This design comes from an exercise in tuning for small area, a short achievable clock period and few clock cycles on the open sky130 flow, not from production work. At most, simulation tests tie the RTL to the original design; equivalence was not proved. No activity file was given, so power comes from the tool's default toggle rates.

Design upc_decoder, start of the top module:
module upc_decoder (
    input  wire        clk,
    input  wire        rst,         
    input  wire [2:0]  cmd,
    output wire        done,        
    output wire        ok,          
    output reg  [2:0]  err,         
    output reg  [9:0]  len,         
    output wire [9:0]  bw,          
    output reg         rev,         
    output wire [9:0]  e_win,       
    output wire [9:0]  e_bw,        
    output wire [2:0]  gfail,       
    output reg  [1:0]  e_which,     
    output reg         e_side,      
    output reg  [6:0]  e_val,       
    output reg  [47:0] dig,         
    output reg  [7:0]  csum         
);
For scale: ~710 flip-flops, about 120 I/O pins.
export LEC_CHECK = 0
export CAP_MARGIN = 20
export CORE_MARGIN = 2
export CORE_UTILIZATION = 65
export PLACE_DENSITY = 0.8
export SLEW_MARGIN = 20
create_clock -name core_clock -period 11.0 [get_ports {clk}]
standard.sh (not shown) runs the stock make flow with config.mk's settings and CLKGATE_MAP_FILE= SYNTH_SCRIPT=/design/flow/synth_recipe.tcl, a recipe that flattens the netlist after the stock synthesis.
==> flow/flow/run.sh <==
#!/bin/bash
# Standard layout (the standard.sh: the standard synthesis and ORFS flow),
# with the port buffers as buf_2 cells, repair_timing asked for more setup
# margin than the clock period needs, and no dummy loads in the clock tree.
# The constraints are the design's.
set -euo pipefail
bash standard.sh \
  "SETUP_SLACK_MARGIN=7.6" \
  "BUFFER_PORTS_ARGS=-buffer_cell sky130_fd_sc_hd__buf_2" \
  "CTS_ARGS=-sink_clustering_enable -repair_clock_nets -dont_use_dummy_load" \
  finish > make_finish.log 2>&1
Edit:
--- a/flow/design.v
+++ b/flow/design.v
@@ -22,13 +22,13 @@
     assign done = done_r;
     assign ok   = ok_r;
     wire acc_clear = (op == 2'b01) && (idle || done_r);
     wire acc_push  = (op == 2'b10) && idle && !len[9];
     wire acc_start = (op == 2'b11) && idle;
     reg push_q, pix_q, start_q, init_q;
-    wire l95 = (len == 10'd95);
+    reg l95;                        
     wire fin;                       
     wire fin_ok;                    
     always @(posedge clk) begin
         if (rst) begin
             idle   <= 1'b1;
             busy   <= 1'b0;
@@ -56,12 +56,13 @@
                 idle <= 1'b1;
         end
         push_q  <= !rst && acc_push;
         pix_q   <= cmd[0];
         start_q <= !rst && acc_start;
         init_q  <= rst || acc_clear;
+        l95     <= (len == 10'd95);
     end
     reg m_push;                     
     reg m_res;                      
     reg m_lifo;                     
     reg m_div;                      
     reg m_rot;                      
@@ -82,15 +83,13 @@
     reg [9:0]  f;                   
     reg        f95;                 
     reg [9:0]  since;               
     reg [9:0]  emix;                
     reg        mix_any, mix39, win9, par;
     reg [9:0]  t;                   
-    wire       t0  = (t == 10'd0);
-    wire       t1  = (t == 10'd1);
-    wire       teq = (t == w);
+    reg        t0, t1, teq;         
     reg        go;                  
     reg        revr;                
     reg        misal;               
     wire       k39, k9, ks, kc, ke, kx, kl, kr, k94;
     reg        g_s, g_c, g_e;
     reg [6:0]  cw;
@@ -252,12 +251,15 @@
             since   <= 10'd0;
             mix_any <= 1'b0;
             mix39   <= 1'b0;
             win9    <= 1'b0;
             par     <= 1'b0;
             t       <= 10'd0;
+            t0      <= 1'b1;
+            t1      <= 1'b0;
+            teq     <= 1'b1;
             go      <= 1'b0;
             revr    <= 1'b0;
             misal   <= 1'b0;
             g_s     <= 1'b0;
             g_c     <= 1'b0;
             g_e     <= 1'b0;
@@ -274,12 +276,15 @@
                 end else begin
                     lead <= 1'b0;
                 end
             end
             if (m_push && push_q) begin
                 t   <= pix_q ? t_inc : 10'd0;
+                t0  <= !pix_q;
+                t1  <= pix_q && t0;
+                teq <= pix_q ? (lead || t_inc == w) : lz;
             end
             if (wstep) begin
                 atb    <= cm;
                 wfirst <= val;
                 wmix   <= mixed;
                 if (cm) begin
Effect: The changed run finished clean. Worst setup slack gets worse by 5.6 ps. Utilization is lower by 1.7 points. Synthesized area is lower slightly. Die area is lower slightly. Cell area is lower by a few percent.
Testbench counts after the change, summed over its fixed seeds: cycles 47,240.
The RTL of the first run of this note was laid out without a check of its function.

* * *

Setup of job 9901:
upc_decoder, a different RTL version from the one above (not shown whole).
Size: about 2100 cells after synthesis, roughly 730 flip-flops, ~120 I/O pins.
Settings: LEC_CHECK=0, CAP_MARGIN=20, CORE_MARGIN=2, CORE_UTILIZATION=40, SLEW_MARGIN=20; clock period 11.0 ns.
==> flow/flow/run.sh <==
#!/bin/bash
# Standard layout (the standard.sh: the standard synthesis and ORFS flow),
# with the port buffers as buf_2 cells and repair_timing asked for more setup
# margin than the clock period needs. The constraints are the design's.
set -euo pipefail
bash standard.sh \
  "SETUP_SLACK_MARGIN=7.5" \
  "BUFFER_PORTS_ARGS=-buffer_cell sky130_fd_sc_hd__buf_2" \
  finish > make_finish.log 2>&1
Testbench counts of job 9901, summed over its fixed seeds: cycles 47,240.
Relative to job 9901, the following input files were edited for job 3020:
diff --git a/flow/design.v b/flow/design.v
--- a/flow/design.v
+++ b/flow/design.v
@@ -4,17 +4,17 @@
     input  wire [2:0]  cmd,
     output wire        done,        
     output wire        ok,          
     output reg  [2:0]  err,         
     output reg  [9:0]  len,         
     output wire [9:0]  bw,          
     output reg         rev,         
     output wire [9:0]  e_win,       
-    output reg  [9:0]  e_bw,        
+    output wire [9:0]  e_bw,        
     output wire [2:0]  gfail,       
     output reg  [1:0]  e_which,     
     output reg         e_side,      
     output reg  [6:0]  e_val,       
     output reg  [47:0] dig,         
     output reg  [7:0]  csum         
 );
     wire [1:0] op = cmd[2:1];
@@ -112,27 +112,28 @@
             l = (v == 10'd9)  || (v == 10'd16) || (v == 10'd23) || (v == 10'd30) ||
                 (v == 10'd37) || (v == 10'd44);
             r = (v == 10'd56) || (v == 10'd63) || (v == 10'd70) || (v == 10'd77) ||
                 (v == 10'd84) || (v == 10'd91);
             n = (v == 10'd94);
             kflags = {a, b, c, d, e, x, l, r, n};
         end
     endfunction
-    wire lifo_last = (t == 10'd15) || (t + 10'd1 == len);
+    wire lifo_last = (t[3:0] == 4'd15);
     wire step = (m_push && push_q) || m_lifo || (m_rot && go);
     wire p    = m_push ? pix_q : m_lifo ? slb[{5'd0, t[3:0]}] : slb[511];
     wire        wstep  = step && !(lead && p);     
     wire        ev     = wstep && cm;              
     wire        val    = atb ? p : wfirst;
     wire        mixed  = !atb && (wmix || (p != wfirst));
     wire [9:0]  f_inc  = f + 10'd1;
     wire [8:0]  kn     = kflags(f_inc);
     wire [9:0]  nx_inc = nx + 10'd1;
     wire [9:0]  t_inc  = t + 10'd1;
+    wire [10:0] nx_sub = {1'b0, nx} - {1'b0, w};
     function [4:0] sym_l;           
         input [6:0] c;
         case (c)
             7'd13: sym_l = 5'h10;  7'd25: sym_l = 5'h11;
             7'd19: sym_l = 5'h12;  7'd61: sym_l = 5'h13;
             7'd35: sym_l = 5'h14;  7'd49: sym_l = 5'h15;
             7'd47: sym_l = 5'h16;  7'd59: sym_l = 5'h17;
             7'd55: sym_l = 5'h18;  7'd11: sym_l = 5'h19;
@@ -212,16 +213,17 @@
         end
     end
     wire lifo_hit = m_lifo && ev && mixed;
     wire res_now  = (m_push && start_q) || m_res;
     assign fin    = (res_now && !r_fb) || lifo_hit;
     assign fin_ok = res_now && (r_err == 3'd0);
     assign bw    = w;
     assign e_win = emix;
+    assign e_bw  = since;
     assign gfail = {g_e, g_c, g_s};
     integer d;
     always @(posedge clk) begin
         lk  <= 1'b0;
         lkb <= 1'b0;
         c10 <= c10f(csum);
         if (init_q) begin
             m_push  <= 1'b1;
@@ -329,35 +331,36 @@
                 slot <= slot + 4'd1;
             end
             if (lkb)
                 csum <= csum + {3'd0, dw};
             if (res_now) begin
                 m_push <= 1'b0;
                 m_res  <= 1'b0;
                 if (r_fb) begin
-                    m_lifo  <= 1'b1;
+                    m_lifo  <= (len[9:4] != 6'd0);
+                    m_div   <= (len[9:4] == 6'd0);
+                    nx      <= (len[9:4] == 6'd0) ? len : 10'd1;
                     w       <= t;
                     w1      <= t1;
                     cm      <= t1;
-                    nx      <= 10'd1;
                     lead    <= 1'b0;
                     atb     <= 1'b1;
                     f       <= 10'd0;
                     {k39, k9, ks, kc, ke, kx, kl, kr, k94} <= kflags(10'd0);
                     f95     <= 1'b0;
                     mix_any <= 1'b0;
                     t       <= 10'd0;
                 end else begin
                     lkb     <= 1'b0;            
                     err     <= r_err;
                     rev     <= r_rev;
                     revr    <= r_rev;
                     emix    <= (r_err != 3'd2) ? 10'd0 : (r_win ? since : emix);
-                    e_bw    <= (r_err == 3'd2) ? w : 10'd0;
+                    since   <= (r_err == 3'd2) ? w : 10'd0;
                     if (r_bwt) w <= t;
                     if (!r_g) begin
                         g_s <= 1'b0;
                         g_c <= 1'b0;
                         g_e <= 1'b0;
                     end else if (revr) begin
                         g_s <= g_e;
                         g_e <= g_s;
@@ -378,34 +381,34 @@
                 t <= t_inc;
                 if (lifo_hit) begin
                     m_lifo  <= 1'b0;
                     lk      <= 1'b0;
                     lkb     <= 1'b0;
                     err     <= 3'd2;
                     rev     <= 1'b1;
                     emix    <= f;
-                    e_bw    <= w;
+                    since   <= w;
                     g_s     <= 1'b0;
                     g_c     <= 1'b0;
                     g_e     <= 1'b0;
                     e_which <= 2'd0;
                     e_side  <= 1'b0;
                     e_val   <= 7'd0;
                     dig     <= 48'd0;
                     csum    <= 8'd0;
                 end else if (lifo_last) begin
                     m_lifo <= 1'b0;
                     m_div  <= 1'b1;
                     nx     <= len;
                 end
             end
             if (m_div) begin
-                if (nx >= w) begin
-                    nx <= nx - w;
+                if (!nx_sub[10]) begin
+                    nx <= nx_sub[9:0];
                 end else begin
                     m_div   <= 1'b0;
                     m_rot   <= 1'b1;
                     misal   <= (nx != 10'd0);
                     emix    <= 10'd512 - len + nx;     
                     go      <= len[9] && (nx == 10'd0);
                     t       <= 10'd0;                   
                     fbm     <= 1'b1;
@@ -422,20 +425,17 @@
                     g_e     <= 1'b0;
                     slot    <= 4'd0;
                     unk     <= 1'b0;
                     csum    <= 8'd0;
                 end
             end
             if (m_rot) begin
                 t <= t_inc;
-                if (!go) begin
-                    if (emix == 10'd1) go <= 1'b1;
-                    emix <= emix - 10'd1;
-                end
+                if (t_inc == emix) go <= 1'b1;
                 if (t == 10'd511) begin
                     m_rot <= 1'b0;
                     m_res <= 1'b1;
                 end
             end
         end
     end
 endmodule
Notes after the runs:
Compared with job 9901, number of fill cells in the layout in job 3020 decreased by a few percent.
In the flow results for job 3020 and job 9901, the global routing met2 resource utilization is larger on job 9901.
Relative to job 9901, final cycle utilization of the critical path has increased by 0.30 points in job 3020.
On area overhead of the layout relative to synthesis, job 3020 tracks job 9901 almost exactly.
The path type of the worst setup path comes out reg -> reg in one run and reg -> out in the other, namely in job 3020 and job 9901 respectively.
In job 3020 the gate count of the mapped netlist turned out about 4.5% lower than in job 9901.
Any difference in part of the total power dissipated in combinational logic between job 3020 and job 9901 is small enough to ignore.
Reported for job 3020 and job 9901, count of final setup violators turned out identical to the last digit.
Relative to job 9901, the aggregate routed wire length of job 3020 is lower by 4.0 mm.
Of job 3020 and job 9901, the lower setup slack belongs to job 3020.
Compare job 3020 and job 9901 | global-route wire length before repair lower: job 3020
Job 3020 against job 9901: via count now smaller; final period demand of the worst path increased 0.033 ns.
Testbench counts of job 3020, summed over its fixed seeds: cycles 47,240.

* * *

upc_decoder, a different RTL version from the one above (not shown whole).
Size: about 720 flip-flops, roughly 29000 um2 of cells after synthesis.
clock: 11.0 ns
lec_check: 0
cap_margin: 20
core_margin: 2
core_utilization: 40
slew_margin: 20
Scripts as last shown in full above: flow/flow/run.sh
The starting point completed with no timing, DRC or antenna violations.
Testbench counts at the start, summed over its fixed seeds: cycles 47,240.
==> next run, changes <==
--- a/flow/design.v
+++ b/flow/design.v
@@ -14,70 +14,70 @@
     output reg  [1:0]  e_which,     
     output reg         e_side,      
     output reg  [6:0]  e_val,       
     output reg  [47:0] dig,         
     output reg  [7:0]  csum         
 );
     wire [1:0] op = cmd[2:1];
     reg idle, busy, done_r, ok_r;
     assign done = done_r;
     assign ok   = ok_r;
-    wire acc_clear = (op == 2'b01) && (idle || done_r);
-    wire acc_push  = (op == 2'b10) && idle && !len[9];
-    wire acc_start = (op == 2'b11) && idle;
-    reg push_q, pix_q, start_q, init_q;
+    wire acc_clear = !rst && (op == 2'b01) && (idle || done_r);
+    wire acc_push  = !rst && (op == 2'b10) && idle && !len[9];
+    wire acc_start = !rst && (op == 2'b11) && idle;
+    wire init      = rst || acc_clear;
+    wire pix       = cmd[0];
     reg l95;                        
     wire fin;                       
     wire fin_ok;                    
     always @(posedge clk) begin
         if (rst) begin
             idle   <= 1'b1;
             busy   <= 1'b0;
             done_r <= 1'b0;
             ok_r   <= 1'b0;
             len    <= 10'd0;
         end else begin
             if (acc_clear) begin
                 done_r <= 1'b0;
                 ok_r   <= 1'b0;
                 len    <= 10'd0;
             end
             if (acc_push)
                 len <= len + 10'd1;
             if (acc_start) begin
                 idle <= 1'b0;
-                busy <= 1'b1;
+                busy <= !fin;
             end
-            if (busy && fin) begin
+            if ((busy || acc_start) && fin) begin
                 busy   <= 1'b0;
                 done_r <= 1'b1;
                 ok_r   <= fin_ok;
             end
             if (acc_clear)
                 idle <= 1'b1;
         end
-        push_q  <= !rst && acc_push;
-        pix_q   <= cmd[0];
-        start_q <= !rst && acc_start;
-        init_q  <= rst || acc_clear;
-        l95     <= (len == 10'd95);
+        if (rst || acc_clear)
+            l95 <= 1'b0;
+        else if (acc_push)
+            l95 <= (len == 10'd94);
     end
     reg m_push;                     
     reg m_res;                      
     reg m_lifo;                     
     reg m_div;                      
     reg m_rot;                      
     reg fbm;                        
     reg [511:0] slb;
     always @(posedge clk) begin
-        if (push_q || m_rot)
-            slb <= {slb[510:0], push_q ? pix_q : slb[511]};
+        if (acc_push || m_rot)
+            slb <= {slb[510:0], m_rot ? slb[511] : pix};
     end
     reg        lead;                
     reg        lz;                  
     reg [9:0]  w;                   
     reg        w1;                  
     reg [9:0]  nx;                  
     reg        atb;                 
     reg        cm;                  
     reg        wfirst, wmix;
     reg [9:0]  f;                   
@@ -111,22 +111,22 @@
             x = c ? (v != 10'd1) : d ? (v == 10'd46 || v == 10'd48) : (v != 10'd93);
             l = (v == 10'd9)  || (v == 10'd16) || (v == 10'd23) || (v == 10'd30) ||
                 (v == 10'd37) || (v == 10'd44);
             r = (v == 10'd56) || (v == 10'd63) || (v == 10'd70) || (v == 10'd77) ||
                 (v == 10'd84) || (v == 10'd91);
             n = (v == 10'd94);
             kflags = {a, b, c, d, e, x, l, r, n};
         end
     endfunction
     wire lifo_last = (t == 10'd15) || (t + 10'd1 == len);
-    wire step = (m_push && push_q) || m_lifo || (m_rot && go);
-    wire p    = m_push ? pix_q : m_lifo ? slb[{5'd0, t[3:0]}] : slb[511];
+    wire step = (m_push && acc_push) || m_lifo || (m_rot && go);
+    wire p    = m_push ? pix : m_lifo ? slb[{5'd0, t[3:0]}] : slb[511];
     wire        wstep  = step && !(lead && p);     
     wire        ev     = wstep && cm;              
     wire        val    = atb ? p : wfirst;
     wire        mixed  = !atb && (wmix || (p != wfirst));
     wire [9:0]  f_inc  = f + 10'd1;
     wire [8:0]  kn     = kflags(f_inc);
     wire [9:0]  nx_inc = nx + 10'd1;
     wire [9:0]  t_inc  = t + 10'd1;
     function [4:0] sym_l;           
         input [6:0] c;
@@ -205,33 +205,33 @@
                 r_fb = 1'b1;
             end
         end
         if (r_g) begin
             if (gf_v != 3'd0)   r_err = 3'd4;
             else if (unk)       r_err = 3'd5;
             else if (!c10)      r_err = 3'd6;
         end
     end
     wire lifo_hit = m_lifo && ev && mixed;
-    wire res_now  = (m_push && start_q) || m_res;
+    wire res_now  = (m_push && acc_start) || m_res;
     assign fin    = (res_now && !r_fb) || lifo_hit;
     assign fin_ok = res_now && (r_err == 3'd0);
     assign bw    = w;
     assign e_win = emix;
     assign e_bw  = since;
     assign gfail = {g_e, g_c, g_s};
     integer d;
     always @(posedge clk) begin
         lk  <= 1'b0;
         lkb <= 1'b0;
         c10 <= c10f(csum);
-        if (init_q) begin
+        if (init) begin
             m_push  <= 1'b1;
             m_res   <= 1'b0;
             m_lifo  <= 1'b0;
             m_div   <= 1'b0;
             m_rot   <= 1'b0;
             fbm     <= 1'b0;
             lead    <= 1'b1;
             lz      <= 1'b1;
             w       <= 10'd0;
             w1      <= 1'b0;
@@ -263,25 +263,25 @@
             if (step && lead) begin
                 if (p) begin
                     w   <= w + 10'd1;
                     w1  <= lz;
                     cm  <= lz;
                     lz  <= 1'b0;
                 end else begin
                     lead <= 1'b0;
                 end
             end
-            if (m_push && push_q) begin
-                t   <= pix_q ? t_inc : 10'd0;
-                t0  <= !pix_q;
-                t1  <= pix_q && t0;
-                teq <= pix_q ? (lead || t_inc == w) : lz;
+            if (m_push && acc_push) begin
+                t   <= pix ? t_inc : 10'd0;
+                t0  <= !pix;
+                t1  <= pix && t0;
+                teq <= pix ? (lead || t_inc == w) : lz;
             end
             if (wstep) begin
                 atb    <= cm;
                 wfirst <= val;
                 wmix   <= mixed;
                 if (cm) begin
                     nx <= 10'd1;
                     cm <= w1;
                 end else begin
                     nx <= nx_inc;
After rerunning: The new run finished clean. Synthesized cell count went up slightly. Wire length went up by about a fifth. Via count went up by a little under a tenth. Cell area went up by roughly a tenth. Count of clock-buffer cells in the layout went up by 9. Critical path depth went up by 9. Clock skew went up by 0.0053 ns.
Testbench counts after the change, summed over its fixed seeds: cycles 47,080.

[static timing again, ports no longer ideal]
No port has a modelled driver above. Below, the same layouts with a new extraction and two added sets of constraints.
Step 1 sets driving cells, clkbuf_16 on the clock port and buf_2 on the other inputs (assumed; they add their load-dependent delay and slew).
Step 2 moves the port delays by t, midway between the first and last clock arrival at a register: inputs arrive t later, outputs are due t later. That takes back most of the time a late clock gives input paths.
a / b / c = no drivers / after step 1 / after step 2; a / b = the first two.
| run | t, ns | setup slack, ns | hold WS [ns] | clock arrival spread, ns | cell pins on the clock port's net |
|---|---|---|---|---|---|
| the first run of note 1 | 0.635 | 7.622 / 7.563 / 7.297 | 0.370 / 0.370 / 0.370 | 0.065 / 0.065 | 1 |
| the second run of note 1 | 0.637 | 7.616 / 7.559 / 7.177 | 0.392 / 0.392 / 0.392 | 0.061 / 0.061 | 1 |
| job 9901 | 0.665 | 7.539 / 7.474 / 7.075 | 0.403 / 0.403 / 0.403 | 0.032 / 0.031 | 1 |
| job 3020 | 0.671 | 7.506 / 7.463 / 7.472 | 0.408 / 0.408 / 0.408 | 0.031 / 0.031 | 1 |
| the first run of note 3 | 0.681 | 7.495 / 7.432 / 7.263 | 0.404 / 0.404 / 0.404 | 0.033 / 0.033 | 1 |
| the second run of note 3 | 0.670 | 7.161 / 7.127 / 6.457 | 0.399 / 0.399 / 0.399 | 0.038 / 0.037 | 1 |
After both steps every run listed still meets setup and hold. For the second run of note 3, which loses most, drivers alone change the setup slack by -0.034 ns; drivers and shift together by -0.704 ns.
